This design comes from an exercise in tuning for small area, a short achievable clock period and few clock cycles per item on the open sky130 flow, not from production work. At most, simulation tests tie the RTL to the original design; equivalence was not proved. Only the layout flow was run in run 6; the RTL was not checked for function there. Power and IR drop assume default switching activity.

**config.mk**
```make
export PLATFORM = sky130hd
export DESIGN_NAME = rvl_core
export DESIGN_NICKNAME = rvl_core
export VERILOG_FILES = /design/flow/design.v
export SDC_FILE = /design/flow/constraint.sdc
export NUM_CORES = 4
export LEC_CHECK = 0
export ABC_CLOCK_PERIOD_IN_PS = 5000
export CAP_MARGIN = 20
export CORE_MARGIN = 2
export CORE_UTILIZATION = 40
export CTS_CLUSTER_DIAMETER = 60
export CTS_CLUSTER_SIZE = 30
export SETUP_SLACK_MARGIN = 2.8
export SLEW_MARGIN = 20
```
**design.v**
```verilog
module rvl_enc (
    input  wire        clk,
    input  wire        rst,
    input  wire        start,         
    input  wire [31:0] start_count,
    output wire        busy,
    input  wire        in_valid,
    input  wire [15:0] in_data,
    output wire        in_ready,
    output wire        out_valid,
    output wire [7:0]  out_data,
    input  wire        out_ready,
    output wire [2:0]  st_state,
    output wire [31:0] st_count,
    output wire [31:0] st_index,
    output wire [33:0] st_bytes
);
    localparam [2:0] S_IDLE = 3'd0, S_RUN = 3'd1, S_TAIL = 3'd2, S_FLUSH = 3'd3,
                     S_DONE = 3'd6;
    reg [2:0]  st;
    reg [31:0] cnt, idx, run;
    reg [33:0] nbytes;
    reg [15:0] last;             
    reg [16:0] code;             
    reg [2:0]  t_c;              
    reg        em;               
    reg        ph;               
    reg [3:0]  di;               
    reg        pend;             
    reg [3:0]  pnib;
    reg [7:0]  ob;
    reg        obv;
    function [3:0] top11;
        input [31:0] v;
        begin
            if      (v[31:30] != 0) top11 = 4'd10;
            else if (v[29:27] != 0) top11 = 4'd9;
            else if (v[26:24] != 0) top11 = 4'd8;
            else if (v[23:21] != 0) top11 = 4'd7;
            else if (v[20:18] != 0) top11 = 4'd6;
            else if (v[17:15] != 0) top11 = 4'd5;
            else if (v[14:12] != 0) top11 = 4'd4;
            else if (v[11:9]  != 0) top11 = 4'd3;
            else if (v[8:6]   != 0) top11 = 4'd2;
            else if (v[5:3]   != 0) top11 = 4'd1;
            else                    top11 = 4'd0;
        end
    endfunction
    function [2:0] top6;
        input [16:0] v;
        begin
            if      (v[16:15] != 0) top6 = 3'd5;
            else if (v[14:12] != 0) top6 = 3'd4;
            else if (v[11:9]  != 0) top6 = 3'd3;
            else if (v[8:6]   != 0) top6 = 3'd2;
            else if (v[5:3]   != 0) top6 = 3'd1;
            else                    top6 = 3'd0;
        end
    endfunction
    function [2:0] dig11;
        input [31:0] v;
        input [3:0]  i;
        begin
            case (i)
                4'd0:    dig11 = v[2:0];
                4'd1:    dig11 = v[5:3];
                4'd2:    dig11 = v[8:6];
                4'd3:    dig11 = v[11:9];
                4'd4:    dig11 = v[14:12];
                4'd5:    dig11 = v[17:15];
                4'd6:    dig11 = v[20:18];
                4'd7:    dig11 = v[23:21];
                4'd8:    dig11 = v[26:24];
                4'd9:    dig11 = v[29:27];
                default: dig11 = {1'b0, v[31:30]};
            endcase
        end
    endfunction
    function [2:0] dig6;
        input [16:0] v;
        input [2:0]  i;
        begin
            case (i)
                3'd0:    dig6 = v[2:0];
                3'd1:    dig6 = v[5:3];
                3'd2:    dig6 = v[8:6];
                3'd3:    dig6 = v[11:9];
                3'd4:    dig6 = v[14:12];
                default: dig6 = {1'b0, v[16:15]};
            endcase
        end
    endfunction
    wire [16:0] delta   = {1'b0, in_data} - {1'b0, last};
    wire [16:0] code_in = {delta[15:0], 1'b0} ^ {17{delta[16]}};
    wire [3:0] t_r   = top11(run);
    wire       tail  = (st == S_TAIL);
    wire       di_nz = (di != 4'd0);
    wire       di_g1 = (di > 4'd1);
    wire [3:0] dim1  = di - 4'd1;
    wire [3:0] dim2  = di - 4'd2;
    wire [2:0] cd1 = dig6(code, ph ? dim1[2:0] : t_c);
    reg [3:0] n0, n1;
    reg       has1, pdone, nph;
    reg [3:0] ndi;
    always @(*) begin
        n1    = 4'd0;
        has1  = 1'b0;
        pdone = 1'b0;
        nph   = ph;
        ndi   = dim2;
        if (!ph) begin
            n0 = {di_nz, dig11(run, di)};
            if (di_nz) begin
                n1   = {di_g1, dig11(run, dim1)};
                has1 = 1'b1;
                if (!di_g1) begin
                    nph   = 1'b1;
                    ndi   = {1'b0, t_c};
                    pdone = tail;
                end
            end else if (tail) begin
                pdone = 1'b1;
            end else begin
                n1    = {t_c != 3'd0, cd1};
                has1  = 1'b1;
                nph   = 1'b1;
                ndi   = {1'b0, t_c} - 4'd1;
                pdone = (t_c == 3'd0);
            end
        end else begin
            n0 = {di_nz, dig6(code, di[2:0])};
            if (di_nz) begin
                n1    = {di_g1, cd1};
                has1  = 1'b1;
                pdone = !di_g1;
            end else begin
                pdone = 1'b1;
            end
        end
    end
    wire       of    = !obv || out_ready;
    wire       step  = em && of;
    wire       fin   = step && pdone;
    wire       wr    = pend || has1;
    wire [7:0] byte_ = pend ? {pnib, n0} : {n0, n1};
    wire   more      = (idx != cnt);
    assign in_ready  = (st == S_RUN) && more && (!em || (of && pdone));
    wire   take      = in_valid && in_ready;
    wire   nz        = (in_data != 16'd0);
    wire [31:0] run_p1 = run + 32'd1;
    assign busy      = (st != S_IDLE) && (st != S_DONE);
    assign out_valid = obv;
    assign out_data  = ob;
    assign st_state  = st;
    assign st_count  = cnt;
    assign st_index  = idx;
    assign st_bytes  = nbytes;
    always @(posedge clk) begin
        if (rst) begin
            st     <= S_IDLE;
            cnt    <= 32'd0;
            idx    <= 32'd0;
            nbytes <= 34'd0;
            run    <= 32'd0;
            last   <= 16'd0;
            em     <= 1'b0;
            pend   <= 1'b0;
            obv    <= 1'b0;
        end else if (start) begin
            st     <= S_RUN;
            cnt    <= start_count;
            idx    <= 32'd0;
            nbytes <= 34'd0;
            run    <= 32'd0;
            last   <= 16'd0;
            em     <= 1'b0;
            pend   <= 1'b0;
            obv    <= 1'b0;
        end else begin
            if (obv && out_ready)
                nbytes <= nbytes + 34'd1;
            if (step && wr) begin
                ob  <= byte_;
                obv <= 1'b1;
            end else if (out_ready) begin
                obv <= 1'b0;
            end
            if (step) begin
                pend <= pend ? has1 : !has1;
                pnib <= pend ? n1 : n0;
                ph   <= nph;
                di   <= ndi;
            end
            if (fin)
                em <= 1'b0;
            case (st)
                S_RUN: begin
                    if (take) begin
                        idx  <= idx + 32'd1;
                        if (nz) begin
                            last <= in_data;
                            code <= code_in;
                            t_c  <= top6(code_in);
                            em   <= 1'b1;
                            ph   <= 1'b0;
                            di   <= fin ? 4'd0 : t_r;
                            if (fin)
                                run <= 32'd0;
                        end else begin
                            run <= fin ? 32'd1 : run_p1;
                        end
                    end else if (fin) begin
                        run <= 32'd0;
                        if (!more)
                            st <= S_FLUSH;
                    end else if (!em && !more) begin
                        if (run != 32'd0) begin
                            em <= 1'b1;
                            ph <= 1'b0;
                            di <= t_r;
                            st <= S_TAIL;
                        end else begin
                            st <= S_FLUSH;
                        end
                    end
                end
                S_TAIL: begin
                    if (fin)
                        st <= S_FLUSH;
                end
                S_FLUSH: begin
                    if (pend) begin
                        if (of) begin
                            ob   <= {pnib, 4'h0};
                            obv  <= 1'b1;
                            pend <= 1'b0;
                        end
                    end else if (of) begin
                        st <= S_DONE;
                    end
                end
                default: ;
            endcase
        end
    end
endmodule
module rvl_dec (
    input  wire        clk,
    input  wire        rst,
    input  wire        start,         
    input  wire [31:0] start_count,
    input  wire [33:0] start_len,
    output wire        busy,
    input  wire        in_valid,
    input  wire [7:0]  in_data,
    output wire        in_ready,
    output wire        out_valid,
    output wire [15:0] out_data,
    input  wire        out_ready,
    output wire [2:0]  st_state,
    output wire [1:0]  st_err,
    output wire [31:0] st_count,
    output wire [33:0] st_len,
    output wire [31:0] st_produced,
    output wire [33:0] st_bytes_in,
    output wire [34:0] st_nibbles
);
    localparam [2:0] S_IDLE = 3'd0, S_PARSE = 3'd1, S_ZEROS = 3'd2, S_DRAIN = 3'd3,
                     S_DONE = 3'd6, S_ERROR = 3'd7;
    localparam [1:0] E_NONE = 2'd0, E_TRUNCATED = 2'd1, E_OVERRUN = 2'd2,
                     E_OUT_OF_RANGE = 2'd3;
    reg [2:0]  st;
    reg [1:0]  err;
    reg [31:0] cnt, prod, acc;
    reg [31:0] rem;              
    reg [33:0] len, bin;
    reg [34:0] nib;
    reg [1:0]  kd;               
    reg [15:0] prev, po;
    reg        pov;
    reg        aovf;
    reg        gt;               
    reg        zchk;             
    reg [15:0] nbuf;             
    reg [2:0]  nc;               
    wire hb         = (bin != len);
    wire of         = !pov || out_ready;
    wire in_grp     = (st == S_PARSE) || (st == S_ZEROS);
    assign in_ready = hb && ((st == S_DRAIN) || (in_grp && (nc <= 3'd2)));
    wire take       = in_valid && in_ready;
    assign busy        = (st != S_IDLE) && (st != S_DONE) && (st != S_ERROR);
    assign out_valid   = pov;
    assign out_data    = po;
    assign st_state    = st;
    assign st_err      = err;
    assign st_count    = cnt;
    assign st_len      = len;
    assign st_produced = prod;
    assign st_bytes_in = bin;
    assign st_nibbles  = nib;
    function rng_bad;
        input [31:0] c;
        input        ovf;
        input [15:0] p;
        begin
            rng_bad = ovf || (c[31:17] != 15'd0) ||
                      (c[0] ? (c[16:1] >= p) : (c[16:1] > ~p));
        end
    endfunction
    wire [3:0]  n0    = nbuf[3:0];
    wire [3:0]  n1    = nbuf[7:4];
    wire        e0    = !n0[3];
    wire        e1    = !n1[3];
    wire [31:0] acc_a = {acc[28:0], n0[2:0]};
    wire        ovf_a = aovf || (acc[31:29] != 3'd0);
    wire [31:0] acc_c = {acc_a[28:0], n1[2:0]};        
    wire        ovf_c = ovf_a || (acc_a[31:29] != 3'd0);
    wire [31:0] acc_d = {29'd0, n1[2:0]};              
    wire [31:0] acc1  = e0 ? 32'd0 : acc_a;
    wire        ovf1  = !e0 && ovf_a;
    wire [31:0] acc_b = e0 ? acc_d : acc_c;
    wire        ovf_b = !e0 && ovf_c;
    wire        gt1   = e0 ? !gt : gt;
    wire [31:0] prod1 = prod + 32'd1;
    wire [31:0] rem1  = rem - 32'd1;
    wire        last1 = (rem == 32'd1);
    wire        z_bad = aovf || (acc > rem);
    wire        bad_a = rng_bad(acc_a, ovf_a, prev);
    wire        bad_c = rng_bad(acc_c, ovf_c, prev);
    wire        bad_d = rng_bad(acc_d, 1'b0, prev);
    wire        bad_b = e0 ? bad_d : bad_c;
    wire        zr_a  = !ovf_a && (acc_a == 32'd0);
    wire        zr_b  = !ovf_b && (acc_b == 32'd0);
    wire [16:0] cval  = (e0 && gt) ? acc_a[16:0] : acc_b[16:0];
    wire [15:0] dlt   = {16{cval[0]}} ^ cval[16:1];
    wire [15:0] rec   = prev + dlt;
    reg  [1:0]  k;
    reg         wpix;            
    reg         nzc;
    reg  [2:0]  nst;
    reg  [1:0]  nerr;
    reg  [31:0] nacc;
    reg         novf, ngt;
    always @(*) begin
        k    = 2'd0;
        wpix = 1'b0;
        nzc  = 1'b0;
        nst  = st;
        nerr = err;
        nacc = acc;
        novf = aovf;
        ngt  = gt;
        if (nc == 3'd0) begin
            if (!hb) begin
                nerr = E_TRUNCATED;
                nst  = S_DRAIN;
            end
        end else begin
            k = 2'd1;
            if (e0 && !gt && !zr_a) begin
                nacc = acc_a;
                novf = ovf_a;
                ngt  = 1'b1;
                nzc  = 1'b1;
                nst  = S_ZEROS;
            end else if (e0 && gt && bad_a) begin
                nerr = E_OUT_OF_RANGE;
                nst  = S_DRAIN;
            end else if (e0 && gt && last1) begin
                wpix = 1'b1;
                nst  = S_DRAIN;
            end else begin
                wpix = e0 && gt;
                nacc = acc1;
                novf = ovf1;
                ngt  = gt1;
                if (nc != 3'd1) begin
                    k = 2'd2;
                    if (!e1) begin
                        nacc = acc_b;
                        novf = ovf_b;
                    end else if (!gt1) begin
                        nacc = acc_b;
                        novf = ovf_b;
                        ngt  = 1'b1;
                        if (!zr_b) begin
                            nzc = 1'b1;
                            nst = S_ZEROS;
                        end
                    end else if (bad_b) begin
                        nerr = E_OUT_OF_RANGE;
                        nst  = S_DRAIN;
                    end else begin
                        wpix = 1'b1;
                        nacc = 32'd0;
                        novf = 1'b0;
                        ngt  = 1'b0;
                        if (last1)
                            nst = S_DRAIN;
                    end
                end
            end
        end
    end
    wire        pstep = (st == S_PARSE) && of;
    wire [1:0]  kk    = pstep ? k : 2'd0;
    wire [15:0] shq   = (kk == 2'd0) ? nbuf : (kk == 2'd1) ? {4'd0, nbuf[15:4]} : {8'd0, nbuf[15:8]};
    wire [2:0]  ncs   = nc - {1'b0, kk};
    reg  [15:0] nq;
    always @(*) begin
        nq = shq;
        if (take) begin
            case (ncs[1:0])
                2'd0: nq = {shq[15:8], in_data[3:0], in_data[7:4]};
                2'd1: nq = {shq[15:12], in_data[3:0], in_data[7:4], shq[3:0]};
                default: nq = {in_data[3:0], in_data[7:4], shq[7:0]};
            endcase
        end
    end
    always @(posedge clk) begin
        if (rst) begin
            st   <= S_IDLE;
            err  <= E_NONE;
            cnt  <= 32'd0;
            len  <= 34'd0;
            prod <= 32'd0;
            bin  <= 34'd0;
            nib  <= 35'd0;
            kd   <= 2'd0;
            pov  <= 1'b0;
            nc   <= 3'd0;
        end else if (start) begin
            st   <= (start_count != 32'd0) ? S_PARSE : S_DRAIN;
            err  <= E_NONE;
            cnt  <= start_count;
            len  <= start_len;
            prod <= 32'd0;
            rem  <= start_count;
            bin  <= 34'd0;
            nib  <= 35'd0;
            kd   <= 2'd0;
            pov  <= 1'b0;
            nc   <= 3'd0;
            prev <= 16'd0;
            acc  <= 32'd0;
            aovf <= 1'b0;
            gt   <= 1'b0;
        end else begin
            if (take) begin
                bin <= bin + 34'd1;
            end
            if (pov && out_ready)
                pov <= 1'b0;
            nbuf <= nq;
            nc   <= ncs + (take ? 3'd2 : 3'd0);
            nib  <= nib + {33'd0, kd};
            kd   <= kk;
            case (st)
                S_PARSE: begin
                    if (of) begin
                        st   <= nst;
                        err  <= nerr;
                        acc  <= nacc;
                        aovf <= novf;
                        gt   <= ngt;
                        zchk <= nzc;
                        if (wpix) begin
                            po   <= rec;
                            pov  <= 1'b1;
                            prev <= rec;
                            prod <= prod1;
                            rem  <= rem1;
                        end
                    end
                end
                S_ZEROS: begin
                    if (zchk && z_bad) begin
                        err <= E_OVERRUN;
                        st  <= S_DRAIN;
                    end else if (of) begin
                        zchk <= 1'b0;
                        po   <= 16'd0;
                        pov  <= 1'b1;
                        prod <= prod1;
                        rem  <= rem1;
                        acc  <= acc - 32'd1;
                        if (acc == 32'd1)
                            st <= last1 ? S_DRAIN : S_PARSE;
                    end
                end
                S_DRAIN: begin
                    if (!hb && of)
                        st <= (err == E_NONE) ? S_DONE : S_ERROR;
                end
                default: ;
            endcase
        end
    end
endmodule
module rvl_core (
    input  wire        clk,
    input  wire        rst,
    input  wire        cmd_valid,
    input  wire [67:0] cmd_word,
    input  wire        enc_in_valid,
    input  wire [15:0] enc_in_data,
    output wire        enc_in_ready,
    output wire        enc_out_valid,
    output wire [7:0]  enc_out_data,
    input  wire        enc_out_ready,
    input  wire        dec_in_valid,
    input  wire [7:0]  dec_in_data,
    output wire        dec_in_ready,
    output wire        dec_out_valid,
    output wire [15:0] dec_out_data,
    input  wire        dec_out_ready,
    input  wire [3:0]  sts_sel,
    output reg  [35:0] sts_data
);
    localparam [1:0] OP_ENC_START = 2'b00, OP_DEC_START = 2'b01;
    localparam [1:0] CE_OK = 2'd0, CE_RESERVED_OP = 2'd1, CE_BUSY = 2'd2;
    wire [1:0]  cmd_op    = cmd_word[67:66];
    wire [31:0] cmd_count = cmd_word[65:34];
    wire [33:0] cmd_len   = cmd_word[33:0];
    wire enc_busy, dec_busy;
    wire enc_start = cmd_valid && (cmd_op == OP_ENC_START) && !enc_busy;
    wire dec_start = cmd_valid && (cmd_op == OP_DEC_START) && !dec_busy;
    reg [1:0] cmd_err;
    always @(posedge clk) begin
        if (rst)
            cmd_err <= CE_OK;
        else if (cmd_valid) begin
            case (cmd_op)
                OP_ENC_START: cmd_err <= enc_busy ? CE_BUSY : CE_OK;
                OP_DEC_START: cmd_err <= dec_busy ? CE_BUSY : CE_OK;
                default:      cmd_err <= CE_RESERVED_OP;
            endcase
        end
    end
    wire [2:0]  e_state;
    wire [31:0] e_count, e_index;
    wire [33:0] e_bytes;
    wire [2:0]  d_state;
    wire [1:0]  d_err;
    wire [31:0] d_count, d_produced;
    wire [33:0] d_len, d_bytes_in;
    wire [34:0] d_nibbles;
    rvl_enc u_enc (
        .clk(clk), .rst(rst), .start(enc_start), .start_count(cmd_count),
        .busy(enc_busy),
        .in_valid(enc_in_valid), .in_data(enc_in_data), .in_ready(enc_in_ready),
        .out_valid(enc_out_valid), .out_data(enc_out_data), .out_ready(enc_out_ready),
        .st_state(e_state), .st_count(e_count), .st_index(e_index), .st_bytes(e_bytes)
    );
    rvl_dec u_dec (
        .clk(clk), .rst(rst), .start(dec_start), .start_count(cmd_count),
        .start_len(cmd_len), .busy(dec_busy),
        .in_valid(dec_in_valid), .in_data(dec_in_data), .in_ready(dec_in_ready),
        .out_valid(dec_out_valid), .out_data(dec_out_data), .out_ready(dec_out_ready),
        .st_state(d_state), .st_err(d_err), .st_count(d_count), .st_len(d_len),
        .st_produced(d_produced), .st_bytes_in(d_bytes_in), .st_nibbles(d_nibbles)
    );
    always @(*) begin
        case (sts_sel)
            4'd0:    sts_data = {34'd0, cmd_err};
            4'd1:    sts_data = {33'd0, e_state};
            4'd2:    sts_data = {4'd0, e_count};
            4'd3:    sts_data = {4'd0, e_index};
            4'd4:    sts_data = {2'd0, e_bytes};
            4'd5:    sts_data = {33'd0, d_state};
            4'd6:    sts_data = {34'd0, d_err};
            4'd7:    sts_data = {4'd0, d_count};
            4'd8:    sts_data = {2'd0, d_len};
            4'd9:    sts_data = {4'd0, d_produced};
            4'd10:   sts_data = {2'd0, d_bytes_in};
            4'd11:   sts_data = {1'd0, d_nibbles};
            default: sts_data = 36'd0;
        endcase
    end
endmodule
```
**run.sh**
```bash
#!/bin/bash
# synth_recipe.tcl (not shown) runs the flow's synth.tcl, then flattens the netlist and writes it again
# the make line also repeats each setting of config.mk as NAME=value (left out here)
make -C /OpenROAD-flow-scripts/flow DESIGN_CONFIG=/design/flow/config.mk WORK_HOME=/design/flow/orfs CLKGATE_MAP_FILE= SYNTH_SCRIPT=/design/flow/synth_recipe.tcl finish
```
**constraint.sdc**
```tcl
create_clock -name core_clock -period 7.0 [get_ports {clk}]
set_input_delay 1.4000 -clock core_clock [delete_from_list [all_inputs] [get_ports {clk}]]
set_output_delay 1.4000 -clock core_clock [all_outputs]
set_load 0.01 [all_outputs]
```
==> summary.md, run 1 <==
| Metric | Value |
|---|---|
| Unrepaired setup endpoints after global routing | `yes` |
| Gr ovfl total | `0` |
| Most common cell after layout, fill and taps aside | `nand2_1` |
| Die width | `278.2 um` |
| H-tree depth | `2` |
| Root Buffer Master | `clkbuf_16` |
| Hold slack | `0.4963 ns` |
| Slew HR | `26.23%` |
| Synthesized net count | `3823` |
| Post-cts hold buffer count | `0` |
| Worst-path maximum fanout | `8` |
| Clock transition at path regs | `0.07 ns` |
| Worst hold path stage count | `2` |
| Largest delay share family, worst path | `buffers and inverters` |
| Die ar. | `0.07741 sq mm` |
| Rows | `100` |
| CTS tree | `built` |
| First DRT Iteration DRCs | `3352` |
| Post-DP HPWL | `77110 um` |
| Max Freq | `231.7 MHz` |
| Comb pwr share | `36.0%` |
| Number of cells produced by synthesis | `3561` |
| Worst Clk Skew | `0.02160 ns` |
| Top-area cell type share of the netlist area | `22.09%` |
| Max VDD drop | `0.1785 mV` |
| Final WS setup | `2.684 ns` |
| Share of layout cells above drive strength 1 | `11.33%` |
| Crit path depth | `10` |
| Number of synthesized flops with an enable pin | `152` |
| Measured slew at the worst slew-check pin | `1.107 ns` |
| Via count | `28162` |
| Vias/cell | `5.919` |
| Cells on worst reg2reg path | `10` |
| Setup crit start kind | `input pin` |
| Main synth FF type | `dfxtp_1` |
| FFs w/ async S/R, synth | `0%` |
| Post-Route WL | `106500 um` |
| Largest net degree at the start of global routing | `100` |
| Antenna Nets Post-Route | `0` |
| Post-synth top area cell | `dfxtp_1` |
| GR Util All Layers | `26.61%` |
| Crit path cell chain | `buf_12, nand2b_4, nor3_4, buf_4, buf_6, buf_16, a22o_1, a221oi_2, nand3_2, buf_6` |
| Most frequent CP cell | `buf_6` |
| Flop2flop setup slack | `2.87 ns` |
| Initial antenna violation count | `3` |
| Critical path's largest stage delay | `0.24 ns` |
| Dpl ws | `1.142 ns` |
| Tmin final | `4.316 ns` |
| Most frequent cells in the layout | `nand2_1, nor2_1, dfxtp_1` |
| Placed cell area | `0.03264 sq mm` |
| Switching share of power | `37.66%` |
| R2R Path Start | `u_dec.acc[15]$_SDFFCE_PP0P_` |
| First-pass GRT wire length | `160700 um` |
| Post-Syn Area | `0.03008 sq mm` |
| Status | `finished clean` |
| Leak | `12.77 nW` |
| Critical path class | `input pin to output port` |
| Post-synthesis sequential area ratio | `37.27%` |
| Power Density | `286.2 mW/mm^2` |
| Wire per inst | `22.38 um` |
| Seq cells post-synth | `484` |
| Critical Path RT | `5.60 ns` |
| Clk Latency, worst-skew pair | `0.63 ns` |
| IO buf count | `165` |
| Sequential share of power | `36.1%` |
| Worst path slowest cell | `a22o_1` |
| Clock buffer depth | `3` |
| Hold crit path type | `flip-flop to flip-flop` |
| Initial Utilization | `40.41%` |
| Synth unique cells | `92` |
| Ports | `167` |
| Synth Warn # | `3` |
| Gp weighted congestion | `1.024` |
| P_int | `6.431 mW` |
| Clock group share of total power | `27.9%` |
| First element of the critical path | `sts_sel[2]` |
| Hold Fails Final Rpt | `0` |
| MaxCap Viol Count | `0` |
| Worst setup EP type | `output port` |
| Post-route cell area | `0.03604 sq mm` |
| Worst path bufs/invs | `5` |
| CTS Buf Count | `50` |
| Setup_tns | `0 ns` |
| Crit path DAT | `2.92 ns` |
| Die H | `278.2 um` |
| Fin crit share | `61.66%` |
| # setup viols final | `0` |
| Area Overhead vs Synth | `19.81%` |
| Hold path startpoint | `u_enc.last[9]$_SDFFE_PN0P_` |
| Max Slew Vio Count | `0` |
| Vias in the first global route | `25837` |
| # fillers | `7128` |
| Num Clock Sinks | `484` |
| Mean post-synth cell area | `8.447 sq um` |
| Switching power | `3.884 mW` |
| DRC errors left | `0` |
| Nets | `4008` |
| Top post-synthesis cells by area | `dfxtp_1, edfxtp_1, ha_1` |
| First-pass DRT Iterations | `6` |
| Core footprint | `0.07445 sq mm` |
registers in the layout, indices dropped and copies added (netlist names), 17 cells and up:
register      flops
u_dec.acc        32
u_enc.idx        32
u_enc.cnt        32
u_enc.code       17
u_dec.len        34
u_dec.cnt        32
u_dec.nib        35
u_enc.run        32
u_enc.nbytes     34
u_dec.rem        32
u_dec.bin        34
u_dec.prod       32
layer usage:
layer | track usage [%] | routed length [um] | vias to the layer above
met5 | 0 | 20 | -
met4 | 12.78 | 5749 | 4
met3 | 3.828 | 7628 | 258
met2 | 40.75 | 46280 | 1225
met1 | 36.81 | 46820 | 13359
li1 | - | - | 13316
cell usage after synthesis, types with 29 or more instances:
master,count
ha_1,155
a21oi_1,238
a31oi_1,29
a221oi_1,46
or4_1,30
nand2_1,404
dfxtp_1,332
a211oi_1,45
o21ai_0,129
and3_1,41
nor3_1,75
mux2i_1,52
and2_1,31
xor2_1,112
inv_1,146
nor4_1,55
nand4_1,110
or3_1,43
xnor2_1,209
edfxtp_1,152
nand3_1,93
a22oi_1,145
nor2_1,363
clkbuf_1,182
kinds of logic after synthesis:
| logic type | share of synthesized area, % |
|---|---|
| mux | 2.554 |
| fa+ha+maj | 6.747 |
| simple gates | 21.80 |
| xor+xnor | 9.346 |
| buf+inv | 4.409 |
| other cells | 0.01247 |
| flops | 37.27 |
| compound gates | 17.86 |
metrics by stage:
stage / utilization, % / cells / power, mW
floorplan: - / 3561 / 6.077
global placement: 43.81 / 4533 / 7.038
detailed placement: 43.85 / 4534 / 7.086
CTS: 47.45 / 4688 / 10.14
global route: 48.41 / 4757 / 10.86
finish: 48.41 / 4758 / 10.31
power by group through the flow:
stage,combinational (mW),sequential (mW),clock (mW)
after floorplan,2.44,3.64,0
after CTS,3.48,3.74,2.92
final,3.72,3.72,2.88
after global placement,3.19,3.84,0
after global routing,4.09,3.75,3.02
after detailed placement,3.24,3.84,0
layout make-up:
cell class | instances | area [sq um] | area share [%]
Antenna cell | 1 | 2.502 | 0.006943
Clock buffer | 57 | 1309 | 3.631
Clock inverter | 37 | 445.4 | 1.236
Inverter | 148 | 564.3 | 1.566
Multi-Input combinational cell | 2728 | 18140 | 50.34
Sequential cell | 484 | 11220 | 31.13
Tap cell | 969 | 1212 | 3.364
Timing Repair Buffer | 334 | 3142 | 8.718
worst reg2reg max path, stage by stage (launching register included):
cell and delay [ns]:
edfxtp_1 0.49, or4_4 0.60, nand2b_4 0.20, or4_4 0.62, o21ai_2 0.23, nand4_1 0.17, and2_4 0.21, ha_4 0.15
fa_2 0.62, and3_4 0.25, mux2_2 0.33
final timing paths:
check	end
max	sts_data[28]
min	u_enc.last[9]$_SDFFE_PN0P_
max reg2reg	u_dec.nbuf[1]$_DFFE_PP_
min reg2reg	u_enc.last[9]$_SDFFE_PN0P_
what timing repair did:
item | in CTS | in global routing
resized for setup | 195 | 71
setup endpoints to repair | 175 | 100
hold endpoints to repair | 0 | 0
pin swaps | 29 | 25
gates cloned | 4 | 2
buffers inserted | 56 | 67
Testbench counts, summed over its fixed seeds: cycles 10,960, items 18,582.
==> run 2: changes to the inputs <==
--- a/config.mk
+++ b/config.mk
@@ -11,5 +11,4 @@
 export CORE_UTILIZATION = 40
-export CTS_CLUSTER_DIAMETER = 60
-export CTS_CLUSTER_SIZE = 30
 export SETUP_SLACK_MARGIN = 2.8
 export SLEW_MARGIN = 20
+export TNS_END_PERCENT = 5
==> summary.md, run 2 <==
| Metric | Value |
|---|---|
| Synthesized net count | `3823` |
| Status | `finished clean` |
| Critical path class | `flip-flop to output port` |
| Comb pwr share | `34.7%` |
| Critical path's largest stage delay | `0.51 ns` |
| Power Density | `294.3 mW/mm^2` |
| Worst hold path stage count | `2` |
| # setup viols final | `0` |
| Top-area cell type share of the netlist area | `22.09%` |
| Seq cells post-synth | `484` |
| Max VDD drop | `0.2082 mV` |
| Core footprint | `0.07445 sq mm` |
| DRC errors left | `0` |
| Max Slew Vio Count | `0` |
| Clock transition at path regs | `0.07 ns` |
| Most frequent cell after synthesis | `nand2_1` |
| CTS tree | `built` |
| Clock group share of total power | `30.1%` |
| Worst-path maximum fanout | `5` |
| Via count | `28122` |
| Sequential share of power | `35.2%` |
| First DRT Iteration DRCs | `3099` |
| Largest net degree at the start of global routing | `150` |
| Crit path DAT | `3.12 ns` |
| Placed cell area | `0.03261 sq mm` |
| Switching power | `3.774 mW` |
| R2R Path Start | `u_dec.acc[9]$_SDFFCE_PP0P_` |
| Leak | `12.77 nW` |
| Vias in the first global route | `25772` |
| Unrepaired setup endpoints after global routing | `yes` |
| Die width | `278.2 um` |
| Hold crit path type | `flip-flop to flip-flop` |
| H-tree depth | `2` |
| Post-route cell area | `0.03599 sq mm` |
| Slew HR | `32.73%` |
| Tmin final | `4.523 ns` |
| Vias/cell | `5.903` |
| Max reg flops | `35` |
| Main synth FF type | `dfxtp_1` |
| GR Util All Layers | `27.26%` |
| Cells on worst reg2reg path | `12` |
| Crit path cell chain | `xnor2_1, nand4_1, nor4_2, and3_1, nor2_1, clkdlybuf4s50_1` |
| Initial antenna violation count | `1` |
| Mean post-synth cell area | `8.447 sq um` |
| Wire per inst | `22.84 um` |
| Total power | `10.59 mW` |
| # fillers | `7113` |
| Top reg by flops | `u_dec.nib` |
| Critical R2R Capture | `u_dec.prod[9]$_SDFFE_PN0P_` |
| Gp weighted congestion | `0.9962` |
| Setup crit start kind | `flip-flop` |
| Clock buffer depth | `3` |
| Post-cts hold buffer count | `0` |
| Synth Warn # | `3` |
| Most common cell after layout, fill and taps aside | `nand2_1` |
| Post-DP HPWL | `79320 um` |
| MaxCap Viol Count | `0` |
| Max Freq | `221.1 MHz` |
| Die ar. | `0.07741 sq mm` |
| Num Clock Sinks | `484` |
| Hold Fails Final Rpt | `0` |
| Largest delay share family, worst path | `simple AND/OR/NAND/NOR gates` |
| Post-synthesis sequential area ratio | `37.27%` |
| Worst path bufs/invs | `1` |
| First-pass DRT Iterations | `7` |
| Antenna Nets Post-Route | `0` |
| Ports | `167` |
| Hold slack | `0.4910 ns` |
| Fin crit share | `64.62%` |
| Top post-synthesis cells by area | `dfxtp_1, edfxtp_1, ha_1` |
| Post-synth top area cell | `dfxtp_1` |
| Initial Utilization | `40.41%` |
| Worst path slowest cell | `clkdlybuf4s50_1` |
| Setup_tns | `0 ns` |
| Layout Cells excl Fill | `4764` |
| Worst setup EP type | `output port` |
| CTS Buf Count | `57` |
| Rows | `100` |
| Dpl ws | `1.119 ns` |
| Post-synth top cells | `nand2_1, nor2_1, dfxtp_1` |
| Hold EP | `u_dec.cnt[1]$_SDFFE_PP0P_` |
| Synth unique cells | `92` |
| Measured slew at the worst slew-check pin | `1.005 ns` |
| Most frequent cells in the layout | `nand2_1, nor2_1, dfxtp_1` |
| First-pass GRT wire length | `163000 um` |
| Post-Route WL | `108800 um` |
| Gr ovfl total | `0` |
| Worst Clk Skew | `0.05078 ns` |
| Share of layout cells above drive strength 1 | `9.731%` |
| Root Buffer Master | `clkbuf_16` |
| FFs w/ async S/R, synth | `0%` |
| Post-Syn Area | `0.03008 sq mm` |
| Die H | `278.2 um` |
| Post-layout util | `48.34%` |
| Placed cells | `4531` |
| Number of synthesized flops with an enable pin | `152` |
| Clk Latency, worst-skew pair | `0.66 ns` |
| IO buf count | `165` |
| Area Overhead vs Synth | `19.63%` |
| Flop2flop setup slack | `2.76 ns` |
| Switching share of power | `35.63%` |
| P_int | `6.818 mW` |
| Final WS setup | `2.477 ns` |
| Critical Path RT | `5.60 ns` |
| Nets | `4005` |
| Number of cells produced by synthesis | `3561` |
| Hold path startpoint | `u_dec.cnt[1]$_SDFFE_PP0P_` |
run 2: cell count changes in the layout (fill, tap and decap cells not counted), sizes merged, moves of 4 or more:
cell / previous run / this run
clkbuf: 74 / 84
dlygate4sd2: 6 / 19
buf: 182 / 163
inv: 165 / 149
bufinv: 1 / 5
clkdlybuf4s50: 122 / 136
run 2: area by class of cell:
class	count	area, sq um	area share, %
tap	969	1212	3.369
clock buffer	82	1684	4.680
multi-input combinational	2728	17940	49.86
clock inverter	26	345.3	0.9596
antenna	3	7.507	0.02086
sequential	484	11210	31.16
inverter	148	564.3	1.568
timing repair buffer	324	3017	8.383
run 2: power groups by stage:
stage	logic, mW	registers [mW]	clock network (mW)
3_3_place_gp	3.16	3.87	0
6_report	3.67	3.73	3.19
3_5_place_dp	3.21	3.87	0
4_1_cts	3.38	3.75	3.25
5_1_grt	4.07	3.75	3.34
2_1_floorplan	2.44	3.64	0
run 2: worst max-delay path by stage:
stage / from / endpoint / slack [ns] / cells after the start
2_1_floorplan: u_dec.acc[15]$_SDFFCE_PP0P_ / u_dec.rem[0]$_DFFE_PP_ / 2.48 / 8
3_3_place_gp: enc_in_data[0] / u_enc.t_c[0]$_SDFFCE_PP1P_ / 1.22 / 14
3_5_place_dp: enc_in_data[0] / u_enc.t_c[0]$_SDFFCE_PP1P_ / 1.12 / 14
4_1_cts: sts_sel[2] / sts_data[19] / 2.53 / 8
5_1_grt: sts_sel[0] / sts_data[30] / 2.47 / 7
6_report: u_dec.bin[14]$_SDFFE_PN0P_ / dec_in_ready / 2.48 / 6
run 2: kinds of logic (layout without fill, tap and decap cells):
kind of cell / after synthesis / count (layout) / share of synthesized area, %
simple gates: 1357 / 1357 / 21.80
compound gates: 816 / 816 / 17.86
flops: 484 / 484 / 37.27
buf+inv: 349 / 580 / 4.409
xor+xnor: 321 / 321 / 9.346
fa+ha+maj: 160 / 160 / 6.747
mux: 73 / 73 / 2.554
other cells: 1 / 4 / 0.01247
run 2: layer usage:
| metal | routed length, um | track usage (%) | share of wire (%) | vias to the layer above |
|---|---|---|---|---|
| li1 | - | - | - | 13328 |
| met2 | 47950 | 41.88 | 44 | 1114 |
| met1 | 47450 | 38.00 | 44 | 13462 |
| met3 | 7562 | 3.224 | 6.9 | 218 |
| met5 | 0 | 0 | 0 | - |
| met4 | 5854 | 13.22 | 5.4 | 0 |
run 2: tightest hold or removal path: cells and delay by family, from the launching register on:
kind            cells  cell delay [ns]
compound gates      1             0.05
flops               1             0.33
simple gates        1             0.06
run 2: what timing repair did:
action,4_1_cts,5_1_grt
setup endpoints to repair,128,159
gates cloned,3,0
resized for setup,106,30
buffers inserted,38,79
pin swaps,7,10
==> run 3: changes to the inputs <==
--- a/config.mk
+++ b/config.mk
@@ -13,2 +13 @@
 export SLEW_MARGIN = 20
-export TNS_END_PERCENT = 5
==> summary.md, run 3 <==
| Metric | Value |
|---|---|
| Status | `finished clean` |
| GR Util met2 | `40.72%` |
| Worst Clk Skew | `0.04628 ns` |
| Crit path depth | `8` |
| GR Util All Layers | `26.75%` |
| Area Overhead vs Synth | `20.36%` |
| Unrepaired setup endpoints after global routing | `yes` |
| Crit path cell chain | `buf_16, nand2b_4, nor3_4, buf_4, buf_6, a221oi_2, o2111ai_2, buf_2` |
| Top post-synthesis cells by area | `dfxtp_1, edfxtp_1, ha_1` |
| # setup viols final | `0` |
| Met3 usage | `4.911%` |
| Setup crit start kind | `input pin` |
| Most common cell after layout, fill and taps aside | `nand2_1` |
| Critical Path RT | `5.60 ns` |
| Post-synth top cells | `nand2_1, nor2_1, dfxtp_1` |
| DRC errors left | `0` |
| Post-synthesis sequential area ratio | `37.27%` |
| Clk Latency, worst-skew pair | `0.64 ns` |
| Gp weighted congestion | `1.024` |
| Met1 Usage GRT | `36.43%` |
| Initial antenna violation count | `2` |
| Max VDD drop | `0.2134 mV` |
| Most frequent cells in the layout | `nand2_1, nor2_1, dfxtp_1` |
| Worst setup EP type | `output port` |
| Worst-path maximum fanout | `9` |
| Final WS setup | `2.817 ns` |
| Fin crit share | `59.76%` |
| Most frequent cell after synthesis | `nand2_1` |
| Max Freq | `239.1 MHz` |
| Largest delay share family, worst path | `buffers and inverters` |
| Worst hold path stage count | `2` |
| Hold EP | `u_enc.last[9]$_SDFFE_PN0P_` |
| Die H | `278.2 um` |
| Top reg by flops | `u_dec.nib` |
| Post-DP HPWL | `77110 um` |
| IO buf count | `165` |
| GRT busiest layer | `met2` |
| Flop2flop setup slack | `2.87 ns` |
| Multi-input logic area | `0.01815 sq mm` |
| # fillers | `7107` |
| FFs w/ async S/R, synth | `0%` |
| Number of cells produced by synthesis | `3561` |
| Post-Route WL | `106600 um` |
| First-pass GRT wire length | `161700 um` |
| Clock buffer depth | `3` |
| Dpl ws | `1.142 ns` |
| Top-area cell type share of the netlist area | `22.09%` |
| Rows | `100` |
| Synth Warn # | `3` |
| Synth unique cells | `92` |
| Switching power | `3.746 mW` |
| Synthesized net count | `3823` |
| Leak | `12.87 nW` |
| Antenna Nets Post-Route | `0` |
| Wire per inst | `22.36 um` |
| Max reg flops | `35` |
| Ports | `167` |
| Measured slew at the worst slew-check pin | `1.086 ns` |
| Comb pwr share | `35.2%` |
| Vias/cell | `5.902` |
| Post-synth top area cell | `dfxtp_1` |
| Share of layout cells above drive strength 1 | `11.45%` |
| Critical R2R Capture | `u_dec.nbuf[1]$_DFFE_PP_` |
| Slew HR | `27.05%` |
| CTS tree | `built` |
| Worst path slowest cell | `a221oi_2` |
| Gr ovfl total | `0` |
| H-tree depth | `2` |
| R2R Path Start | `u_dec.acc[15]$_SDFFCE_PP0P_` |
| FF/Latch Area | `0.01122 sq mm` |
| Worst path bufs/invs | `4` |
| Largest net degree at the start of global routing | `100` |
| Power Density | `289.9 mW/mm^2` |
| MaxCap Viol Count | `0` |
| Hold Fails Final Rpt | `0` |
| Main synth FF type | `dfxtp_1` |
| Switching share of power | `35.69%` |
| Mean post-synth cell area | `8.447 sq um` |
| Die width | `278.2 um` |
| Setup_tns | `0 ns` |
| Via count | `28145` |
| Clock group share of total power | `29.2%` |
| Die ar. | `0.07741 sq mm` |
| Sequential share of power | `35.6%` |
| Post-Syn Area | `0.03008 sq mm` |
| P_int | `6.750 mW` |
| Cells on worst reg2reg path | `10` |
| CTS Buf Count | `56` |
| First-pass DRT Iterations | `8` |
| Number of synthesized flops with an enable pin | `152` |
| Seq cells post-synth | `484` |
| Core footprint | `0.07445 sq mm` |
| Num Clock Sinks | `484` |
| Crit path DAT | `2.78 ns` |
| Max Slew Vio Count | `0` |
| Critical path class | `input pin to output port` |
| Hold crit path type | `flip-flop to flip-flop` |
| Hold path startpoint | `u_enc.last[9]$_SDFFE_PN0P_` |
| Initial Utilization | `40.41%` |
| Critical path's largest stage delay | `0.26 ns` |
| First DRT Iteration DRCs | `3170` |
| Nets | `4014` |
| Root Buffer Master | `clkbuf_16` |
| Tmin final | `4.183 ns` |
| Clock transition at path regs | `0.06 ns` |
| Vias in the first global route | `26044` |
[run 3: power groups by stage]
| stage | Combinational [mW] | Clock (mW) | Sequential (mW) |
|---|---|---|---|
| CTS | 3.49 | 3.11 | 3.74 |
| detailed placement | 3.24 | 0 | 3.84 |
| floorplan | 2.44 | 0 | 3.64 |
| global placement | 3.19 | 0 | 3.84 |
| finish | 3.70 | 3.07 | 3.73 |
| global route | 4.07 | 3.23 | 3.76 |
[run 3: routing by layer]
metal  part of all wire [%]  wire length (um)  vias to the layer above
met5                 0.0094                10                        -
met4                    5.3              5638                        2
met3                    7.6              8084                      237
met2                     43             46370                     1139
met1                     44             46540                    13441
li1                       -                 -                    13326
[run 3: repair_timing]
action                                 in CTS  in global routing
setup endpoints to repair                 171                 77
endpoints found under the hold margin       0                  0
gates resized for setup                   224                 64
hold buffers                                0                  0
setup buffers                              65                 58
cloned                                      6                  0
pin swaps                                  29                 25
[run 3: layout make-up]
| cell class | count | area share (%) |
|---|---|---|
| inverter | 148 | 1.565 |
| sequential | 484 | 30.99 |
| multi-input combinational | 2728 | 50.14 |
| timing repair buffer | 334 | 8.667 |
| clock buffer | 81 | 4.520 |
| tap | 969 | 3.349 |
| antenna | 1 | 0.006912 |
| clock inverter | 24 | 0.7568 |
[run 3: metrics by stage]
| step | util (%) | hold WS [ns] | power, mW | cells | instance area [sq um] |
|---|---|---|---|---|---|
| floorplan | - | 0.4360 | 6.077 | 3561 | 30190 |
| global placement | 43.81 | 0.4731 | 7.038 | 4533 | 32610 |
| detailed placement | 43.85 | 0.4832 | 7.086 | 4534 | 32640 |
| CTS | 47.80 | 0.4984 | 10.34 | 4710 | 35590 |
| global route | 48.63 | 0.5215 | 11.05 | 4768 | 36200 |
| finish | 48.63 | 0.4968 | 10.50 | 4769 | 36210 |
[run 3: logic make-up (layout without fill, tap and decap cells)]
family,count (synthesis),in the layout,share of synthesized area [%]
compound gates,816,816,17.86
simple gates,1357,1357,21.80
xor+xnor,321,321,9.346
fa+ha+maj,160,160,6.747
buf+inv,349,587,4.409
other cells,1,2,0.01247
mux,73,73,2.554
flops,484,484,37.27
[run 3: tightest hold or removal path, cell delays in order (launching register included)]
cell and delay (ns):
dfxtp_1 0.32, mux2i_1 0.06, nor2_1 0.08
[run 3: how the worst max path moves through the flow]
| stage | startpoint | endpoint | slack (ns) |
|---|---|---|---|
| detailed placement | sts_sel[0] | sts_data[15] | 1.14 |
| global placement | sts_sel[0] | sts_data[22] | 1.12 |
| floorplan | u_dec.acc[10]$_SDFFCE_PP0P_ | u_dec.nbuf[0]$_DFFE_PP_ | 2.66 |
| CTS | sts_sel[3] | sts_data[11] | 2.76 |
| global route | u_dec.nbuf[3]$_DFFE_PP_ | u_dec.po[15]$_SDFFCE_PP0P_ | 2.79 |
| finish | sts_sel[0] | sts_data[1] | 2.82 |
==> run 4: changes to the inputs <==
--- a/config.mk
+++ b/config.mk
@@ -13 +13,2 @@
 export SLEW_MARGIN = 20
+export TNS_END_PERCENT = 20
==> summary.md, run 4 <==
| Metric | Value |
|---|---|
| Number of synthesized flops with an enable pin | `152` |
| Clock buffer depth | `3` |
| Unrepaired setup endpoints after global routing | `yes` |
| P_int | `6.850 mW` |
| Max reg flops | `35` |
| Critical R2R Capture | `u_dec.nbuf[0]$_DFFE_PP_` |
| Die H | `278.2 um` |
| Leak | `12.87 nW` |
| Most frequent cell after synthesis | `nand2_1` |
| Share of layout cells above drive strength 1 | `10.57%` |
| FFs w/ async S/R, synth | `0%` |
| Post-Syn Area | `0.03008 sq mm` |
| Hold EP | `u_dec.cnt[1]$_SDFFE_PP0P_` |
| Main synth FF type | `dfxtp_1` |
| Wire per inst | `22.82 um` |
| Top post-synthesis cells by area | `dfxtp_1, edfxtp_1, ha_1` |
| Worst hold path stage count | `2` |
| DRC errors left | `0` |
| Setup crit start kind | `flip-flop` |
| Post-synth top cells | `nand2_1, nor2_1, dfxtp_1` |
| First-pass DRT Iterations | `6` |
| Post-synth top area cell | `dfxtp_1` |
| Clk Latency, worst-skew pair | `0.67 ns` |
| Hold Fails Final Rpt | `0` |
| Vias/cell | `5.888` |
| Synth unique cells | `92` |
| Gp weighted congestion | `0.9962` |
| Root Buffer Master | `clkbuf_16` |
| Fin crit share | `64.36%` |
| Die width | `278.2 um` |
| Ports | `167` |
| Sequential share of power | `35.0%` |
| Max Slew Vio Count | `0` |
| Area Overhead vs Synth | `20.31%` |
| MaxCap Viol Count | `0` |
| Flop2flop setup slack | `2.93 ns` |
| First DRT Iteration DRCs | `3065` |
| Vias in the first global route | `25769` |
| Clock group share of total power | `30.0%` |
| Switching power | `3.789 mW` |
| H-tree depth | `2` |
| Worst setup EP type | `output port` |
| Max Freq | `221.9 MHz` |
| Worst Clk Skew | `0.05779 ns` |
| Tmin final | `4.506 ns` |
| # fillers | `7094` |
| Final WS setup | `2.494 ns` |
| Post-DP HPWL | `79320 um` |
| Top-area cell type share of the netlist area | `22.09%` |
| Hold crit path type | `flip-flop to flip-flop` |
| Most common cell after layout, fill and taps aside | `nand2_1` |
| Power Density | `294.0 mW/mm^2` |
| Synth Warn # | `3` |
| Cells on worst reg2reg path | `14` |
| Comb pwr share | `35.0%` |
| Critical path class | `flip-flop to output port` |
| # setup viols final | `0` |
| Via count | `28111` |
| Nets | `4018` |
| Gr ovfl total | `0` |
| Initial Utilization | `40.41%` |
| Top reg by flops | `u_dec.nib` |
| Largest net degree at the start of global routing | `150` |
| Worst-path maximum fanout | `5` |
| Antenna Nets Post-Route | `0` |
| Dpl ws | `1.119 ns` |
| Post-cts hold buffer count | `0` |
| Max VDD drop | `0.2097 mV` |
| Post-synthesis sequential area ratio | `37.27%` |
| Switching share of power | `35.61%` |
| Status | `finished clean` |
| CTS Buf Count | `57` |
| Post-Route WL | `108900 um` |
| Num Clock Sinks | `484` |
| Critical Path RT | `5.60 ns` |
| Seq cells post-synth | `484` |
| CTS tree | `built` |
| GR Util All Layers | `27.30%` |
| Core footprint | `0.07445 sq mm` |
| Clock transition at path regs | `0.06 ns` |
| Measured slew at the worst slew-check pin | `0.9863 ns` |
| Initial antenna violation count | `1` |
| Antenna Cells | `0` |
| Most frequent cells in the layout | `nand2_1, nor2_1, dfxtp_1` |
| Die ar. | `0.07741 sq mm` |
| Mean post-synth cell area | `8.447 sq um` |
| Setup_tns | `0 ns` |
| Slew HR | `34.00%` |
| Crit path DAT | `3.11 ns` |
| Hold path startpoint | `u_dec.cnt[1]$_SDFFE_PP0P_` |
| First-pass GRT wire length | `163200 um` |
| Number of cells produced by synthesis | `3561` |
| Synthesized net count | `3823` |
| IO buf count | `165` |
| R2R Path Start | `u_dec.prev[8]$_SDFFCE_PP0P_` |
| Rows | `100` |
==> run 4: final cells by class <==
class                      count  area, sq um  share of cell area, %
clock buffer                  82         1684                  4.654
clock inverter                26        345.3                 0.9542
inverter                     148        564.3                  1.559
multi-input combinational   2728        18020                  49.79
sequential                   484        11210                  30.98
tap                          969         1212                  3.350
timing repair buffer         337         3152                  8.709
==> run 4: power by group through the flow <==
stage | Combinational [mW] | Sequential, mW | Clock (mW)
4_1_cts | 3.39 | 3.75 | 3.25
3_3_place_gp | 3.16 | 3.87 | 0
6_report | 3.73 | 3.72 | 3.19
3_5_place_dp | 3.21 | 3.87 | 0
5_1_grt | 4.13 | 3.74 | 3.34
2_1_floorplan | 2.44 | 3.64 | 0
==> run 4: kinds of logic after synthesis <==
| logic type | count (synthesis) | synth area share, % |
|---|---|---|
| muxes | 73 | 2.554 |
| DFF | 484 | 37.27 |
| adders and majority gates | 160 | 6.747 |
| and+or+nand+nor | 1357 | 21.80 |
| AOI/OAI and AO/OA | 816 | 17.86 |
| other | 1 | 0.01247 |
| buffers and inverters | 349 | 4.409 |
| xor gates and xnor gates | 321 | 9.346 |
==> run 4: worst max path at each step <==
stage / startpoint / to / slack (ns) / cells past startpoint
detailed placement: enc_in_data[0] / u_enc.t_c[0]$_SDFFCE_PP1P_ / 1.12 / 14
CTS: u_dec.acc[4]$_SDFFCE_PP0P_ / u_dec.nbuf[0]$_DFFE_PP_ / 2.53 / 13
global placement: enc_in_data[0] / u_enc.t_c[0]$_SDFFCE_PP1P_ / 1.22 / 14
finish: u_dec.bin[14]$_SDFFE_PN0P_ / dec_in_ready / 2.49 / 6
floorplan: u_dec.acc[15]$_SDFFCE_PP0P_ / u_dec.rem[0]$_DFFE_PP_ / 2.48 / 8
global route: sts_sel[3] / sts_data[27] / 2.52 / 7
==> run 4: through the flow <==
step / util, % / cells / instance area, sq um / hold WS (ns) / total power [mW]
final: 48.61 / 4774 / 36190 / 0.4935 / 10.64
after global routing: 48.61 / 4774 / 36190 / 0.5185 / 11.22
after CTS: 47.38 / 4682 / 35270 / 0.5001 / 10.38
after detailed placement: 43.80 / 4531 / 32610 / 0.4840 / 7.075
after global placement: 43.80 / 4531 / 32610 / 0.4739 / 7.026
after floorplan: - / 3561 / 30180 / 0.4360 / 6.076
==> run 4: timing repair <==
action                                  CTS  global route
gates cloned                              4             0
setup buffers                            39            90
endpoints found under the setup margin  128           159
pin swaps                                13            17
gates resized for setup                 132            44
==> run 4: routing by layer <==
layer  up-vias  share of wire [%]  wire, um  global-route usage (%)
li1      13341                  -         -                       -
met1     13484                 44     48200                   38.10
met2      1076                 44     47710                   41.52
met3       210                6.3      6844                   3.232
met4         0                5.7      6182                   14.00
met5         -                  0         0                       0
==> run 4: worst max-delay path: stages (launching register included) <==
cell             delay, ns
dfxtp_1               0.39
xnor2_1               0.37
nand4_1               0.28
nor4_2                0.40
and3_1                0.36
nor2_1                0.16
clkdlybuf4s50_1       0.51
==> run 5: changes to the inputs <==
--- a/config.mk
+++ b/config.mk
@@ -11,4 +11,3 @@
 export CORE_UTILIZATION = 40
-export SETUP_SLACK_MARGIN = 2.8
+export SETUP_SLACK_MARGIN = 2.95
 export SLEW_MARGIN = 20
-export TNS_END_PERCENT = 20
==> summary.md, run 5 <==
| Metric | Value |
|---|---|
| Status | `finished clean` |
| Setup crit start kind | `input pin` |
| Max reg flops | `35` |
| MaxCap Viol Count | `0` |
| Worst hold path stage count | `2` |
| Clock transition at path regs | `0.05 ns` |
| Met3 usage | `4.617%` |
| Max VDD drop | `0.2141 mV` |
| Hold EP | `u_dec.cnt[2]$_SDFFE_PP0P_` |
| First-pass GRT wire length | `166500 um` |
| Die ar. | `0.07741 sq mm` |
| Post-synth top cells | `nand2_1, nor2_1, dfxtp_1` |
| Vias/cell | `5.947` |
| Top post-synthesis cells by area | `dfxtp_1, edfxtp_1, ha_1` |
| Max Freq | `232.4 MHz` |
| Critical path's largest stage delay | `0.22 ns` |
| Worst path slowest cell | `nand4_1` |
| Worst setup EP type | `output port` |
| Die width | `278.2 um` |
| GRT busiest layer | `met2` |
| Met1 Usage GRT | `38.08%` |
| Crit path cell chain | `buf_12, buf_8, nand2b_4, buf_4, nor2_4, buf_12, buf_16, a22oi_1, nand4_1, buf_2` |
| Most frequent cell after synthesis | `nand2_1` |
| Worst path bufs/invs | `6` |
| R2R Path Start | `u_dec.acc[6]$_SDFFCE_PP0P_` |
| Core footprint | `0.07445 sq mm` |
| Critical Path RT | `5.60 ns` |
| Hold Fails Final Rpt | `0` |
| Post-Syn Area | `0.03008 sq mm` |
| Number of synthesized flops with an enable pin | `152` |
| Setup_tns | `0 ns` |
| FFs w/ async S/R, synth | `0%` |
| Hold path startpoint | `u_dec.cnt[2]$_SDFFE_PP0P_` |
| CTS tree | `built` |
| Share of layout cells above drive strength 1 | `15.19%` |
| Post-DP HPWL | `79640 um` |
| # fillers | `6998` |
| Critical R2R Capture | `u_dec.nbuf[0]$_DFFE_PP_` |
| GR Util All Layers | `27.97%` |
| Clock buffer depth | `3` |
| Top reg by flops | `u_dec.nib` |
| First DRT Iteration DRCs | `3031` |
| Area Overhead vs Synth | `24.10%` |
| Synth unique cells | `92` |
| Synth Warn # | `3` |
| Largest net degree at the start of global routing | `88` |
| Most frequent cells in the layout | `nand2_1, nor2_1, dfxtp_1` |
| Tmin final | `4.303 ns` |
| Worst-path maximum fanout | `16` |
| # setup viols final | `0` |
| Fin crit share | `61.47%` |
| Ports | `167` |
| Initial antenna violation count | `1` |
| Post-Route WL | `112700 um` |
| Leak | `13.33 nW` |
| Flop2flop setup slack | `3.02 ns` |
| Root Buffer Master | `clkbuf_16` |
| Initial Utilization | `40.41%` |
| Rows | `100` |
| Post-synth top area cell | `dfxtp_1` |
| Gp weighted congestion | `1.031` |
| DRC errors left | `0` |
| Seq cells post-synth | `484` |
| Cells on worst reg2reg path | `13` |
| Most common cell after layout, fill and taps aside | `nand2_1` |
| GR Util met2 | `43.21%` |
| First-pass DRT Iterations | `6` |
| Vias in the first global route | `26260` |
| Mean post-synth cell area | `8.447 sq um` |
| Critical path class | `input pin to output port` |
| First element of the critical path | `sts_sel[3]` |
| Nets | `4071` |
| Total power | `10.82 mW` |
| Die H | `278.2 um` |
| Slew HR | `31.74%` |
| Wire per inst | `23.35 um` |
| Most frequent CP cell | `buf_12` |
| Num Clock Sinks | `484` |
| Crit path DAT | `2.90 ns` |
| H-tree depth | `2` |
| Gr ovfl total | `0` |
| Antenna Nets Post-Route | `0` |
| Number of cells produced by synthesis | `3561` |
| Via count | `28712` |
| IO buf count | `165` |
| Unrepaired setup endpoints after global routing | `yes` |
| Largest delay share family, worst path | `buffers and inverters` |
| Main synth FF type | `dfxtp_1` |
| Hold crit path type | `flip-flop to flip-flop` |
| Clk Latency, worst-skew pair | `0.65 ns` |
| Top-area cell type share of the netlist area | `22.09%` |
| Power Density | `289.8 mW/mm^2` |
| Measured slew at the worst slew-check pin | `1.024 ns` |
| Max Slew Vio Count | `0` |
| CTS Buf Count | `57` |
| Post-synthesis sequential area ratio | `37.27%` |
| Worst Clk Skew | `0.01997 ns` |
| Synthesized net count | `3823` |
[run 5: worst max path at each step]
stage / endpoint / slack [ns] / depth (start not counted)
floorplan: u_dec.nbuf[0]$_DFFE_PP_ / 2.66 / 15
global placement: sts_data[0] / 1.34 / 9
detailed placement: sts_data[0] / 1.33 / 9
CTS: sts_data[28] / 2.73 / 10
global route: sts_data[0] / 2.68 / 10
finish: sts_data[29] / 2.70 / 10
[run 5: worst reg2reg max path, delay by kind of cell, from the launching register on]
kind | cells | cell delay (ns)
fa+ha+maj | 3 | 1.10
simple gates | 7 | 1.43
buf+inv | 1 | 0.15
compound gates | 1 | 0.14
flops | 1 | 0.59
mux | 1 | 0.34
[run 5: area by class of cell]
class	count	area (sq um)	area share (%)
well taps	969	1212	3.248
inverters	148	561.8	1.505
repair buffers	390	3716	9.955
clock buffers	75	1585	4.247
flip-flops and latches	484	11250	30.14
clock inverters	33	434.2	1.163
multi-input cells	2728	18570	49.74
diodes	1	2.502	0.006704
[run 5: report_power, final]
part           switching [mW]  leakage [nW]  internal, mW
clock network            1.31         0.981          1.90
logic                    2.22          8.24          1.67
registers               0.337          4.11          3.38
[run 5: cell families (layout without fill, tap and decap cells)]
group | after synthesis | count (layout) | synth area share, %
multiplexers | 73 | 73 | 2.554
XOR/XNOR | 321 | 321 | 9.346
adder cells (fa/ha/maj) | 160 | 160 | 6.747
AO/OA/AOI/OAI | 816 | 816 | 17.86
flip-flops | 484 | 484 | 37.27
other | 1 | 2 | 0.01247
AND/OR/NAND/NOR | 1357 | 1357 | 21.80
buffers and inverters | 349 | 646 | 4.409
[run 5: metal layers]
| metal | vias to the layer above | part of all wire, % |
|---|---|---|
| li1 | 13441 | - |
| met1 | 13776 | 43 |
| met2 | 1226 | 44 |
| met3 | 269 | 7.9 |
| met4 | 0 | 5.6 |
| met5 | - | 0 |
[run 5: stage by stage]
stage	instances	setup slack, ns	area (sq um)	util [%]	hold slack (ns)
detailed placement	4534	1.325	32650	43.86	0.4830
global placement	4533	1.336	32630	43.82	0.4735
finish	4828	2.697	37330	50.14	0.4940
floorplan	3561	2.663	30210	-	0.4360
global route	4827	2.681	37330	50.14	0.5108
CTS	4760	2.726	36300	48.75	0.4985
[run 5: repair_timing]
action,CTS,global route
cloned,9,6
pin swaps,51,57
setup endpoints to repair,198,161
hold buffers,0,0
resized for setup,296,131
buffers inserted,109,61
==> run 6: changes to the inputs <==
--- a/design.v
+++ b/design.v
@@ -278,3 +278,4 @@
     reg [1:0]  kd;               
-    reg [15:0] prev, po;
+    reg [15:0] prev;             
+    reg        pz;               
     reg        pov;
@@ -292,3 +293,3 @@
     assign out_valid   = pov;
-    assign out_data    = po;
+    assign out_data    = pz ? 16'd0 : prev;
     assign st_state    = st;
@@ -467,3 +468,3 @@
                         if (wpix) begin
-                            po   <= rec;
+                            pz   <= 1'b0;
                             pov  <= 1'b1;
@@ -481,3 +482,3 @@
                         zchk <= 1'b0;
-                        po   <= 16'd0;
+                        pz   <= 1'b1;
                         pov  <= 1'b1;
--- a/config.mk
+++ b/config.mk
@@ -11,3 +11,3 @@
 export CORE_UTILIZATION = 40
-export SETUP_SLACK_MARGIN = 2.95
+export SETUP_SLACK_MARGIN = 2.8
 export SLEW_MARGIN = 20
==> summary.md, run 6 <==
| Metric | Value |
|---|---|
| Layout Cells excl Fill | `4836` |
| Worst setup EP type | `output port` |
| Seq cells post-synth | `469` |
| Switching power | `4.050 mW` |
| Comb pwr share | `38.9%` |
| Post-Route WL | `112300 um` |
| Main synth FF type | `dfxtp_1` |
| First element of the critical path | `sts_sel[2]` |
| Switching share of power | `37.95%` |
| Final WS setup | `2.732 ns` |
| Post-route cell area | `0.03604 sq mm` |
| Antenna Nets Post-Route | `0` |
| Post-cts hold buffer count | `0` |
| Power Density | `296.1 mW/mm^2` |
| Setup crit start kind | `input pin` |
| CTS Buf Count | `54` |
| Share of layout cells above drive strength 1 | `12.24%` |
| Slew HR | `24.94%` |
| Gp weighted congestion | `1.012` |
| Critical R2R Capture | `u_dec.prev[15]$_SDFFCE_PP0P_` |
| Hold crit path type | `flip-flop to flip-flop` |
| Die width | `278.2 um` |
| Vias/cell | `5.990` |
| Most frequent cells in the layout | `nand2_1, nor2_1, dfxtp_1` |
| Post-synthesis sequential area ratio | `35.79%` |
| Synthesized net count | `3910` |
| Top post-synthesis cells by area | `dfxtp_1, edfxtp_1, ha_1` |
| Max VDD drop | `0.1837 mV` |
| Area Overhead vs Synth | `19.88%` |
| Ports | `167` |
| GR Util All Layers | `28.01%` |
| Post-Syn Area | `0.03006 sq mm` |
| Worst hold path stage count | `2` |
| First DRT Iteration DRCs | `3248` |
| Max Slew Vio Count | `0` |
| Post-DP HPWL | `79600 um` |
| Setup_tns | `0 ns` |
| Max reg flops | `35` |
| Measured slew at the worst slew-check pin | `1.118 ns` |
| Top reg by flops | `u_dec.nib` |
| Worst-path maximum fanout | `9` |
| Vias in the first global route | `26658` |
| Number of cells produced by synthesis | `3648` |
| Sequential share of power | `34.3%` |
| Synth Warn # | `3` |
| Initial antenna violation count | `12` |
| Most common cell after layout, fill and taps aside | `nand2_1` |
| Clk Latency, worst-skew pair | `0.63 ns` |
| Clock group share of total power | `26.9%` |
| Wire per inst | `23.21 um` |
| Via count | `28967` |
| Post-synth top cells | `nand2_1, nor2_1, dfxtp_1` |
| # fillers | `7197` |
| DRC errors left | `0` |
| Num Clock Sinks | `469` |
| Crit path DAT | `2.87 ns` |
| First-pass DRT Iterations | `6` |
| Dpl ws | `1.202 ns` |
| Root Buffer Master | `clkbuf_16` |
| Core footprint | `0.07445 sq mm` |
| Number of synthesized flops with an enable pin | `137` |
| Tmin final | `4.268 ns` |
| Placed cells | `4606` |
| Leak | `13.19 nW` |
| Cells on worst reg2reg path | `15` |
| IO buf count | `165` |
| Flop2flop setup slack | `2.95 ns` |
| Hold path startpoint | `u_enc.last[8]$_SDFFE_PN0P_` |
| Nets | `4082` |
| Die ar. | `0.07737 sq mm` |
| P_int | `6.621 mW` |
| Status | `finished clean` |
| First-pass GRT wire length | `168000 um` |
| Worst Clk Skew | `0.03226 ns` |
| Hold EP | `u_enc.last[8]$_SDFFE_PN0P_` |
| Post-synth top area cell | `dfxtp_1` |
| Gr ovfl total | `0` |
| Most frequent cell after synthesis | `nand2_1` |
| Clock buffer depth | `3` |
| # setup viols final | `0` |
| Fin crit share | `60.98%` |
| Critical path class | `input pin to output port` |
| Hold Fails Final Rpt | `0` |
| Unrepaired setup endpoints after global routing | `yes` |
| Top-area cell type share of the netlist area | `22.11%` |
| R2R Path Start | `u_dec.nbuf[3]$_DFFE_PP_` |
| Max Freq | `234.3 MHz` |
| Initial Utilization | `40.38%` |
| Largest net degree at the start of global routing | `157` |
| Placed cell area | `0.03251 sq mm` |
| Synth unique cells | `89` |
| Rows | `100` |
| H-tree depth | `2` |
| Mean post-synth cell area | `8.241 sq um` |
| Die H | `278.2 um` |
| Critical Path RT | `5.60 ns` |
| FFs w/ async S/R, synth | `0%` |
| CTS tree | `built` |
| Clock transition at path regs | `0.06 ns` |
| Total power | `10.67 mW` |
| MaxCap Viol Count | `0` |
-- run 6: worst max-delay path by stage --
stage | end | slack (ns) | cells after the start
2_1_floorplan | sts_data[29] | 2.81 | 6
3_3_place_gp | sts_data[26] | 1.19 | 8
3_5_place_dp | sts_data[26] | 1.20 | 8
4_1_cts | sts_data[26] | 2.61 | 9
5_1_grt | u_dec.prev[15]$_SDFFCE_PP0P_ | 2.67 | 15
6_report | sts_data[10] | 2.73 | 10
-- run 6: kinds of logic after synthesis --
logic type      count (synthesis)  synth area share, %
mux                            63                2.172
simple gates                 1437                23.04
buf+inv                       370                4.703
compound gates                832                18.32
other cells                     1              0.01247
fa+ha+maj                     159                6.717
xor+xnor                      317                9.235
flops                         469                35.79
-- run 6: final cells by class --
type	count	area [sq um]	area share [%]
Clock buffer	82	1630	4.524
Inverter	153	579.3	1.607
Timing Repair Buffer	331	3064	8.502
Antenna cell	2	5.005	0.01389
Tap cell	969	1212	3.364
Multi-Input combinational cell	2811	18600	51.61
Clock inverter	19	155.1	0.4305
Sequential cell	469	10790	29.95
-- run 6: metal layers --
metal	vias to the layer above	GRT usage (%)	part of all wire, %
li1	13499	-	-
met2	1320	42.12	43
met3	239	5.893	9.6
met5	-	0	0.085
met1	13893	39.38	43
met4	16	10.31	3.8
-- run 6: critical path, cell delays in order --
cell	delay, ns
buf_12	0.09
nand2b_4	0.16
buf_12	0.11
nor2_4	0.04
buf_12	0.14
buf_12	0.15
a22o_1	0.24
a221oi_2	0.19
nand3_1	0.17
buf_2	0.18
-- run 6: power groups by stage --
stage	logic, mW	clock network (mW)	registers (mW)
finish	4.15	2.87	3.66
global route	4.59	3.03	3.68
CTS	3.93	2.92	3.64
detailed placement	3.59	0	3.78
global placement	3.55	0	3.78
floorplan	2.79	0	3.50
-- run 6: metrics by stage --
step                      utilization, %  hold slack, ns
after floorplan                        -          0.4332
after global placement             43.66          0.4421
after detailed placement           43.66          0.4475
after CTS                          47.38          0.4556
after global routing               48.41          0.4677
final                              48.41          0.4535
-- run 6: repair_timing --
item                                    in CTS  in global routing
cloned                                       6                  2
buffers inserted                            67                 52
endpoints found under the setup margin      99                 97
resized for setup                          212                114
pin swaps                                   30                 38

-- afterwards: timing with drivers on the ports --
How much do the figures lean on ideal ports? The routed layouts below were timed once more, with nothing changed but the port constraints. Step 1 assumes that a clkbuf_16 drives the clock port and a buf_2 every other input. Step 2 also shifts input and output timing later by t, the mid clock arrival at the registers, as if the neighbouring blocks saw the same clock. a / b / c = ideal / step 1 / step 2; a / b = the first two.
run | shift t [ns] | setup slack, ns | hold WS [ns] | worst slew at a driven data input, ns | pins driven straight from the clock port
run 1 | 0.683 | 2.684 / 2.567 / 2.300 | 0.496 / 0.496 / 0.496 | 0.17 | 1
run 2 | 0.703 | 2.477 / 2.377 / 2.036 | 0.491 / 0.491 / 0.491 | 0.16 | 1
run 3 | 0.680 | 2.817 / 2.649 / 2.282 | 0.497 / 0.497 / 0.497 | 0.18 | 1
run 4 | 0.704 | 2.494 / 2.411 / 2.198 | 0.493 / 0.493 / 0.493 | 0.16 | 1
run 5 | 0.702 | 2.697 / 2.641 / 2.439 | 0.494 / 0.494 / 0.494 | 0.14 | 1
run 6 | 0.680 | 2.732 / 2.664 / 2.340 | 0.453 / 0.453 / 0.453 | 0.13 | 1
After both steps every run listed still meets setup and hold. The setup slack of run 3, which loses most, moves by -0.168 ns with the drivers and by -0.535 ns with both steps.
